This is an optimization exercise on Yosys and OpenROAD, whose aim is small area, not a production implementation. Function was checked by simulation only, so behaviour that the tests miss may differ from the original. Power and IR drop assume default switching activity.

## smdec_chip
module smdec_chip (
    input  wire        clk,
    input  wire        rst,           
    input  wire        cfg_valid,     
    input  wire        cfg_variant,   
    input  wire        cfg_legal,     
    input  wire        chip_valid,
    input  wire        chip,
    output reg         ev_valid,
    output wire [31:0] ev_time,
    output wire [3:0]  ev_unit,
    output wire        ev_on,
    output wire        ev_green,
    output wire        ev_left,
    output wire        ev_right,
    output wire        ev_running,
    output wire        ev_unknown,
    output reg  [7:0]  ev_header
);
export LEC_CHECK = 0
export ABC_AREA = 1
export CAP_MARGIN = 20
export CORE_MARGIN = 2
export CORE_UTILIZATION = 75
export CTS_BUF_LIST = sky130_fd_sc_hd__clkbuf_8
export PLACE_DENSITY = 0.85
export SLEW_MARGIN = 20
create_clock -name core_clock -period 36.0 [get_ports {clk}]
standard.sh (not shown) runs the stock make flow with config.mk's settings and CLKGATE_MAP_FILE= SYNTH_SCRIPT=/design/flow/synth_recipe.tcl, a recipe that flattens the netlist after the stock synthesis.
==> flow/flow/run.sh <==
#!/bin/bash
# Layout flow: the standard synthesis (unchanged, registers and their
# cells kept), then an area-oriented ABC re-mapping of the combinational logic
# between those registers, then the standard layout steps from floorplan on.
# Each tool's output goes to a log file of its own in this folder.
set -euo pipefail
R="$PWD/orfs/results/$FLOW_PLATFORM/smdec_chip/base"
YOSYS="${YOSYS_EXE:-$FLOW_HOME/../tools/install/yosys/bin/yosys}"
command -v "$YOSYS" >/dev/null 2>&1 || YOSYS=yosys

bash standard.sh synth > synth.log 2>&1
cp "$R/1_2_yosys.v" std_1_2_yosys.v

LIB="$FLOW_HOME/platforms/$FLOW_PLATFORM/lib/sky130_fd_sc_hd__tt_025C_1v80.lib" \
IN="$PWD/std_1_2_yosys.v" OUT="$PWD/reabc_1_2_yosys.v" ABC_SCRIPT="$PWD/flow/area.abc" \
    "$YOSYS" -c flow/reabc.tcl > reabc.log 2>&1

cp reabc_1_2_yosys.v "$R/1_2_yosys.v"
rm -f "$R/1_synth.odb"
export BUFFER_PORTS_ARGS="-buffer_cell sky130_fd_sc_hd__buf_1"
bash standard.sh > layout.log 2>&1
==> flow/flow/area.abc <==
&get -n
&st
&deepsyn -T 30
&put
dch -f
amap
mfs2
strash
&get -n
&st
&deepsyn -T 30
&put
dch -f
amap
topo
Other scripts of this flow, unchanged in this note and not shown: flow/flow/reabc.tcl
Edit:
--- a/flow/flow/run.sh
+++ b/flow/flow/run.sh
@@ -18,4 +18,3 @@
 cp reabc_1_2_yosys.v "$R/1_2_yosys.v"
 rm -f "$R/1_synth.odb"
-export BUFFER_PORTS_ARGS="-buffer_cell sky130_fd_sc_hd__buf_1"
 bash standard.sh > layout.log 2>&1
CTS_BUF_LIST = sky130_fd_sc_hd__clkbuf_16   (was sky130_fd_sc_hd__clkbuf_8)
CTS_CLUSTER_DIAMETER = 100   (was default)
CTS_CLUSTER_SIZE = 40   (was default)
Cell area grows by 6.3%. Clock power grows by 37%. Utilization grows by 5.1 points. Worst hold slack loses 0.0066 ns. Non-clock buffer count decreases by 1. Fmax is lower by about 3.7%. Synthesized area does not change. Routed wire length is higher by about 7%. Count of clock-buffer cells in the layout is unchanged. Power climbs by about 14%.
Edit:
==> flow/flow/area.abc (replaced) <==
strash
dc2
dch -f
map -a
mfs2
strash
dc2
dch -f
map -a
topo
dnsize
CTS_BUF_LIST = sky130_fd_sc_hd__clkbuf_8   (was sky130_fd_sc_hd__clkbuf_16)
CTS_CLUSTER_DIAMETER = default   (was 100)
CTS_CLUSTER_SIZE = default   (was 40)
After rerunning:
- global-route usage barely changes
- utilization falls by 2.0 points
- die area goes up by 6.8%
- total power fell by 4.9%
- count of clock-buffer cells in the layout increases by 1
- design area is higher by 4.5%
- routed wire length rose by 5.1%
- synthesized area climbs by 7.1%
- critical path depth fell by 7
- first-iteration DRC count drops by 0.41%
Edit:
==> flow/flow/area.abc (replaced) <==
&get -n
&st
&deepsyn -T 30
&put
dch -f
amap
mfs2
strash
&get -n
&st
&deepsyn -T 30
&put
dch -f
amap
topo
CORE_UTILIZATION = 85   (was 75)
CTS_BUF_LIST = sky130_fd_sc_hd__clkbuf_16   (was sky130_fd_sc_hd__clkbuf_8)
CTS_CLUSTER_DIAMETER = 100   (was default)
CTS_CLUSTER_SIZE = 40   (was default)
PLACE_DENSITY = 0.92   (was 0.85)
Outcome:
- The changed run stopped in global placement without I/O
- area after synthesis fell by 6.6%
- synthesized cell count fell by about 14%


== lane 1 ==
The RTL this note starts from:
==> flow/design.v <==
module smdec_chip (
    input  wire        clk,
    input  wire        rst,           
    input  wire        cfg_valid,     
    input  wire        cfg_variant,   
    input  wire        cfg_legal,     
    input  wire        chip_valid,
    input  wire        chip,
    output reg         ev_valid,
    output wire [31:0] ev_time,
    output wire [3:0]  ev_unit,
    output wire        ev_on,
    output wire        ev_green,
    output wire        ev_left,
    output wire        ev_right,
    output wire        ev_running,
    output wire        ev_unknown,
    output reg  [7:0]  ev_header
);
    localparam [2:0] H_I = 3'b011, H_SP = 3'b000, H_S = 3'b111, H_L = 3'b010,
                     H_R = 3'b110, H_C = 3'b101, H_A = 3'b001;
    reg        configured;
    reg        variant;
    reg        last_bit;
    reg [9:0]  run;           
    reg        run_lo;        
    reg        run_hi;        
    reg [11:0] nsl;           
    reg        nsl_hi;        
    reg        idle_val;
    reg [9:0]  win;           
    reg [3:0]  cc;            
    reg [3:0]  bc;            
    reg        f1;            
    reg        f2;            
    reg [17:0] acc;           
    reg [5:0]  sum;           
    reg [3:0]  d6;            
    reg [2:0]  hdr;           
    reg [20:0] tim;
    reg        u10;
    reg        on_r, run_r, unk_r;
    reg [2:0]  hc;
    wire step = configured && chip_valid;
    wire        same    = (chip == last_bit);
    wire [9:0]  run_inc = {run[8:0], ~(run[9] ^ run[6])};
    wire [11:0] nsl_inc = {nsl[10:0], ~(nsl[11] ^ nsl[5] ^ nsl[3] ^ nsl[0])};
    wire run_9   = (run == 10'h1fc);          
    wire run_99  = (run == 10'h2f9);          
    wire run_999 = (run == 10'h2b2);          
    wire nsl_699  = (nsl == 12'hce0);         
    wire nsl_3999 = (nsl == 12'h834);         
    localparam [11:0] NSL_100 = 12'h81a, NSL_1000 = 12'hd92;
    wire idle   = same && run_lo;
    wire offrun = same && run_hi;
    wire ka_due = nsl_hi;
    wire e_in = variant ? chip : (chip == idle_val);
    wire       full      = (cc == 4'd9);
    wire       frame_ok  = !win[1] && e_in;
    wire [7:0] B         = win[9:2];
    wire       byte_done = !variant && !idle && full && frame_ok;
    wire b0 = (bc == 4'd0);
    wire b1 = (bc == 4'd1);
    wire b2 = (bc == 4'd2);
    wire b6 = (bc == 4'd6);
    wire b7 = (bc == 4'd7);
    wire b8 = (bc == 4'd8);
    wire b9 = (bc == 4'd9);
    wire b15 = (bc >= 4'd1) && (bc <= 4'd5);
    wire dig = (B[7:4] == 4'h3) && (B[3:0] <= 4'd9);
    wire cks = (B[7:6] == 2'b01) && (B[5:0] == sum);
    wire       hdr_ok   = (B == 8'h20) || (B == 8'h53) || (B == 8'h49) || (B == 8'h4C) ||
                          (B == 8'h52) || (B == 8'h43) || (B == 8'h41);
    wire [2:0] hdr_code = {B[1], B[4] | B[3], B[0]};
    wire last_grp  = (bc == 4'd5);
    wire grp_end   = (cc[1:0] == 2'd3);
    wire fast_adv  = variant && !idle && f2;
    wire fast_frame = fast_adv && last_grp && grp_end;
    wire        h_m6    = !variant && b2;
    wire [3:0]  hx      = variant ? {chip, win[9:7]} :
                          b9 ? d6 : b8 ? 4'd0 : B[3:0];
    wire [17:0] gA      = acc;            
    wire q   = hx[0];
    wire s0  = h_m6 ? (hx[1] | hx[3]) : hx[1];
    wire s1  = hx[2];
    wire hci = h_m6 & hx[3];
    wire e1  = h_m6 & (hx[2] | hx[3]);
    wire e2  = !h_m6 & hx[3];
    wire [19:0] op1;
    assign op1[0]     = s0;
    assign op1[1]     = h_m6 ? gA[0] : s1;
    assign op1[2]     = h_m6 ? gA[1] : gA[0];
    assign op1[3]     = h_m6 ? gA[2] : gA[1];
    assign op1[4]     = h_m6 ? gA[3] : gA[2];
    assign op1[5]     = !h_m6 & gA[3];
    assign op1[19:6]  = gA[17:4];
    wire [19:0] op2   = {2'b00, gA};
    wire [20:0] hcy;             
    wire [20:0] he;              
    wire [19:0] R;
    assign hcy[0] = hci;
    assign he[0] = 1'b0;
    assign he[1] = e1;
    genvar gi;
    generate
        for (gi = 0; gi < 20; gi = gi + 1) begin : g_h
            wire s = op1[gi] ^ op2[gi] ^ hcy[gi];
            assign hcy[gi+1] = (op1[gi] & op2[gi]) | (op1[gi] & hcy[gi]) | (op2[gi] & hcy[gi]);
            if (gi == 0) begin : g0
                assign R[gi] = s;
            end else begin : gn
                assign R[gi] = s ^ he[gi];
                if (gi == 1) begin : g1
                    assign he[2] = (s & he[1]) | e2;
                end else begin : g2
                    assign he[gi+1] = s & he[gi];
                end
            end
        end
    endgenerate
    wire [20:0] horner = {R, q};
    wire [21:0] gk;
    assign gk[0] = 1'b0;
    generate
        for (gi = 0; gi < 21; gi = gi + 1) begin : g_c
            assign gk[gi+1] = (horner[gi] & ~tim[gi]) | (horner[gi] & gk[gi]) |
                              (~tim[gi] & gk[gi]);
        end
    endgenerate
    wire gt = gk[21];
    wire std_frame = byte_done && ((b8 && f2) || (b9 && f1));
    wire do_frame  = variant ? fast_frame : std_frame;
    wire do_off    = offrun && on_r;
    wire do_ka     = idle && !do_off && ka_due;
    wire       inc   = (!variant && b9 && u10) ? f2 : gt;
    wire [2:0] f_hdr = variant ? H_S : hdr;
    wire       f_run = ((f_hdr != H_S) || (hc == H_S)) && ((f_hdr == H_SP) || inc);
    always @(posedge clk) begin
        if (rst || cfg_valid) begin
            configured <= rst ? 1'b0 : cfg_legal;
            variant    <= rst ? 1'b0 : cfg_variant;
            run        <= 10'd0;
            run_lo     <= 1'b0;
            run_hi     <= 1'b0;
            nsl        <= 12'd0;
            nsl_hi     <= 1'b0;
            idle_val   <= 1'b0;
            acc        <= 18'd0;
            sum        <= 6'd0;
            cc         <= 4'd0;
            bc         <= 4'd0;
            f1         <= 1'b0;
            f2         <= 1'b0;
            ev_valid   <= 1'b0;
            tim        <= 21'd0;
            u10        <= rst || !cfg_variant;
            on_r       <= 1'b0;
            run_r      <= 1'b0;
            unk_r      <= 1'b0;
            hc         <= H_I;
        end else begin
            ev_valid <= 1'b0;
            if (step) begin
                last_bit <= chip;
                run      <= same ? run_inc : 10'd1;
                run_lo   <= same && (run_lo || (variant ? run_99 : run_9));
                run_hi   <= same && (run_hi || (variant ? run_999 : run_99));
                nsl      <= nsl_inc;
                nsl_hi   <= nsl_hi || (variant ? nsl_3999 : nsl_699);
                win      <= {e_in, win[9:1]};
                if (idle) begin
                    idle_val <= chip;
                    acc      <= 18'd0;
                    sum      <= 6'd0;
                    cc       <= 4'd0;
                    bc       <= 4'd0;
                    if (variant) begin
                        f1 <= 1'b1;
                        f2 <= 1'b0;
                    end
                end else if (!variant) begin
                    if (!full) begin
                        cc <= cc + 4'd1;
                    end else if (frame_ok) begin
                        cc <= 4'd0;
                        if (bc != 4'd10)
                            bc <= bc + 4'd1;
                        if (b0) begin
                            hdr <= hdr_code;
                            f1  <= hdr_ok;
                        end
                        if (b15)
                            acc <= horner[17:0];
                        if (b15 || b6)
                            sum <= sum + {2'b00, B[3:0]};        
                        if (b15 || b6)
                            f1  <= f1 && dig;
                        if (b6) begin
                            d6 <= B[3:0];
                            f2 <= f1 && cks;
                        end
                        if (b7)
                            f1 <= f1 && cks;
                        if (b8)
                            f2 <= !f2 && gt;
                    end
                end else begin
                    if (f2) begin
                        cc <= grp_end ? 4'd0 : cc + 4'd1;
                        if (grp_end) begin
                            bc  <= bc + 4'd1;
                            acc <= last_grp ? 18'd0 : horner[17:0];
                        end
                        if (grp_end && last_grp) begin
                            f2 <= 1'b0;
                            f1 <= 1'b1;
                        end
                    end else if (f1 && (chip != idle_val)) begin
                        f2 <= 1'b1;
                        f1 <= 1'b0;
                        cc <= 4'd0;
                        bc <= 4'd0;
                    end
                end
                if (do_off) begin
                    ev_valid <= 1'b1;
                    on_r     <= 1'b0;
                end else if (do_ka) begin
                    ev_valid <= 1'b1;
                    nsl      <= variant ? NSL_1000 : NSL_100;
                    nsl_hi   <= 1'b0;
                end else if (do_frame) begin
                    ev_valid <= 1'b1;
                    nsl      <= 12'd0;
                    nsl_hi   <= 1'b0;
                    tim      <= horner;
                    u10      <= !variant && b8;
                    hc       <= f_hdr;
                    on_r     <= 1'b1;
                    run_r    <= f_run;
                    unk_r    <= !on_r;
                end
            end
        end
    end
    assign ev_time    = {11'd0, tim};
    assign ev_unit    = u10 ? 4'd10 : 4'd1;
    assign ev_on      = on_r;
    assign ev_running = run_r;
    assign ev_unknown = unk_r;
    wire hx_ = hc[2], hy_ = hc[1], hz_ = hc[0];
    wire h_sp = !(hx_ || hy_ || hz_);
    wire h_l  = !hx_ && hy_ && !hz_;
    wire h_ac = !hy_ && hz_;                      
    assign ev_green   = h_ac && !hx_;
    assign ev_left    = h_l || h_ac;
    assign ev_right   = (hx_ && hy_ && !hz_) || h_ac;
    always @(*) begin
        ev_header[7] = 1'b0;
        ev_header[6] = !h_sp;
        ev_header[5] = h_sp;
        ev_header[4] = hx_ && hy_;
        ev_header[3] = !hx_ && hy_;
        ev_header[2] = h_l;
        ev_header[1] = hx_;
        ev_header[0] = hz_;
    end
endmodule
==> flow/config.mk <==
export PLATFORM = sky130hd
export DESIGN_NAME = smdec_chip
export DESIGN_NICKNAME = smdec_chip
export VERILOG_FILES = /design/flow/design.v
export SDC_FILE = /design/flow/constraint.sdc
export NUM_CORES = 4
export LEC_CHECK = 0
export ABC_AREA = 1
export CAP_MARGIN = 20
export CORE_MARGIN = 2
export CORE_UTILIZATION = 83
export CTS_BUF_LIST = sky130_fd_sc_hd__clkbuf_8
export PLACE_DENSITY = 0.9
export SLEW_MARGIN = 20
==> flow/constraint.sdc <==
create_clock -name core_clock -period 36.0 [get_ports {clk}]
set_input_delay 7.2000 -clock core_clock [delete_from_list [all_inputs] [get_ports {clk}]]
set_output_delay 7.2000 -clock core_clock [all_outputs]
set_load 0.01 [all_outputs]
==> flow/flow/run.sh <==
#!/bin/bash
# Layout flow: the standard synthesis (unchanged, registers and their
# cells kept), then an area-oriented ABC re-mapping of the combinational logic
# between those registers, then the standard layout steps from floorplan on.
# Each tool's output goes to a log file of its own in this folder.
set -euo pipefail
R="$PWD/orfs/results/$FLOW_PLATFORM/smdec_chip/base"
YOSYS="${YOSYS_EXE:-$FLOW_HOME/../tools/install/yosys/bin/yosys}"
command -v "$YOSYS" >/dev/null 2>&1 || YOSYS=yosys

bash standard.sh synth > synth.log 2>&1
cp "$R/1_2_yosys.v" std_1_2_yosys.v

LIB="$FLOW_HOME/platforms/$FLOW_PLATFORM/lib/sky130_fd_sc_hd__tt_025C_1v80.lib" \
IN="$PWD/std_1_2_yosys.v" OUT="$PWD/reabc_1_2_yosys.v" ABC_SCRIPT="$PWD/flow/area.abc" \
    "$YOSYS" -c flow/reabc.tcl > reabc.log 2>&1

cp reabc_1_2_yosys.v "$R/1_2_yosys.v"
rm -f "$R/1_synth.odb"
bash standard.sh > layout.log 2>&1
Other scripts of this flow, unchanged in this note and not shown: flow/flow/area.abc, flow/flow/reabc.tcl
Tool error GPL-0301 stopped lane 1 during global placement without I/O; no final results.
Input-level comparison between lane 2 and lane 1:
Settings: PLACE_DENSITY now 0.88, was 0.9; CORE_UTILIZATION now 80, was 83.
diff --git a/flow/flow/run.sh b/flow/flow/run.sh
--- a/flow/flow/run.sh
+++ b/flow/flow/run.sh
@@ -18,3 +18,5 @@
 cp reabc_1_2_yosys.v "$R/1_2_yosys.v"
 rm -f "$R/1_synth.odb"
-bash standard.sh > layout.log 2>&1
+# CTS as the standard flow runs it (its arguments with the clock buffer
+# from config.mk), but without the dummy loads it adds to balance the leaves
+bash standard.sh SKIP_REPAIR_TIE_FANOUT=1 "CTS_ARGS=-sink_clustering_enable -repair_clock_nets -buf_list sky130_fd_sc_hd__clkbuf_8 -dont_use_dummy_load" finish > layout.log 2>&1
[summary]
The final layout from lane 2, which completed every stage, passed the timing, design-rule and antenna checks at the end of the flow.
Diff lane 2..lane 1 | count of mapped cells out of synthesis | unchanged
Width of the die in lane 2 is 1.8% higher than in lane 1
[compare] base=lane 1 new=lane 2: area after synthesis essentially unchanged; standard-cell row count up about 3.4%; synthesized area divided by synthesized cell count neither gained nor lost much; initial core utilization down 4.7 points.
Re vertical die dimension: lane 1 was lower than lane 2.

port drivers added, routing unchanged:
How much do the figures lean on ideal ports? The routed layouts below were timed once more, with nothing changed but the port constraints.
Step 1 assumes that a clkbuf_16 drives the clock port and a buf_2 every other input.
Step 2 times the ports against the registers' clock, not the clock port: input delays grow and output delays shrink by t, the midpoint of the rising clock arrivals with the driver on.
Slacks: ideal ports / drivers / drivers and shift; pairs: ideal ports / drivers.
| run | t, ns | setup slack, ns | slew at the worst register clock pin (ns) |
|---|---|---|---|
| the first run of note 1 | 0.395 | 21.673 / 21.684 / 21.289 | 0.11 / 0.11 |
| the second run of note 1 | 0.379 | 21.121 / 21.135 / 20.757 | 0.08 / 0.08 |
| the third run of note 1 | 0.398 | 23.775 / 23.784 / 23.386 | 0.11 / 0.11 |
| lane 2 | 0.393 | 22.170 / 22.175 / 21.781 | 0.10 / 0.10 |
After both steps setup and hold are still met in every run listed.
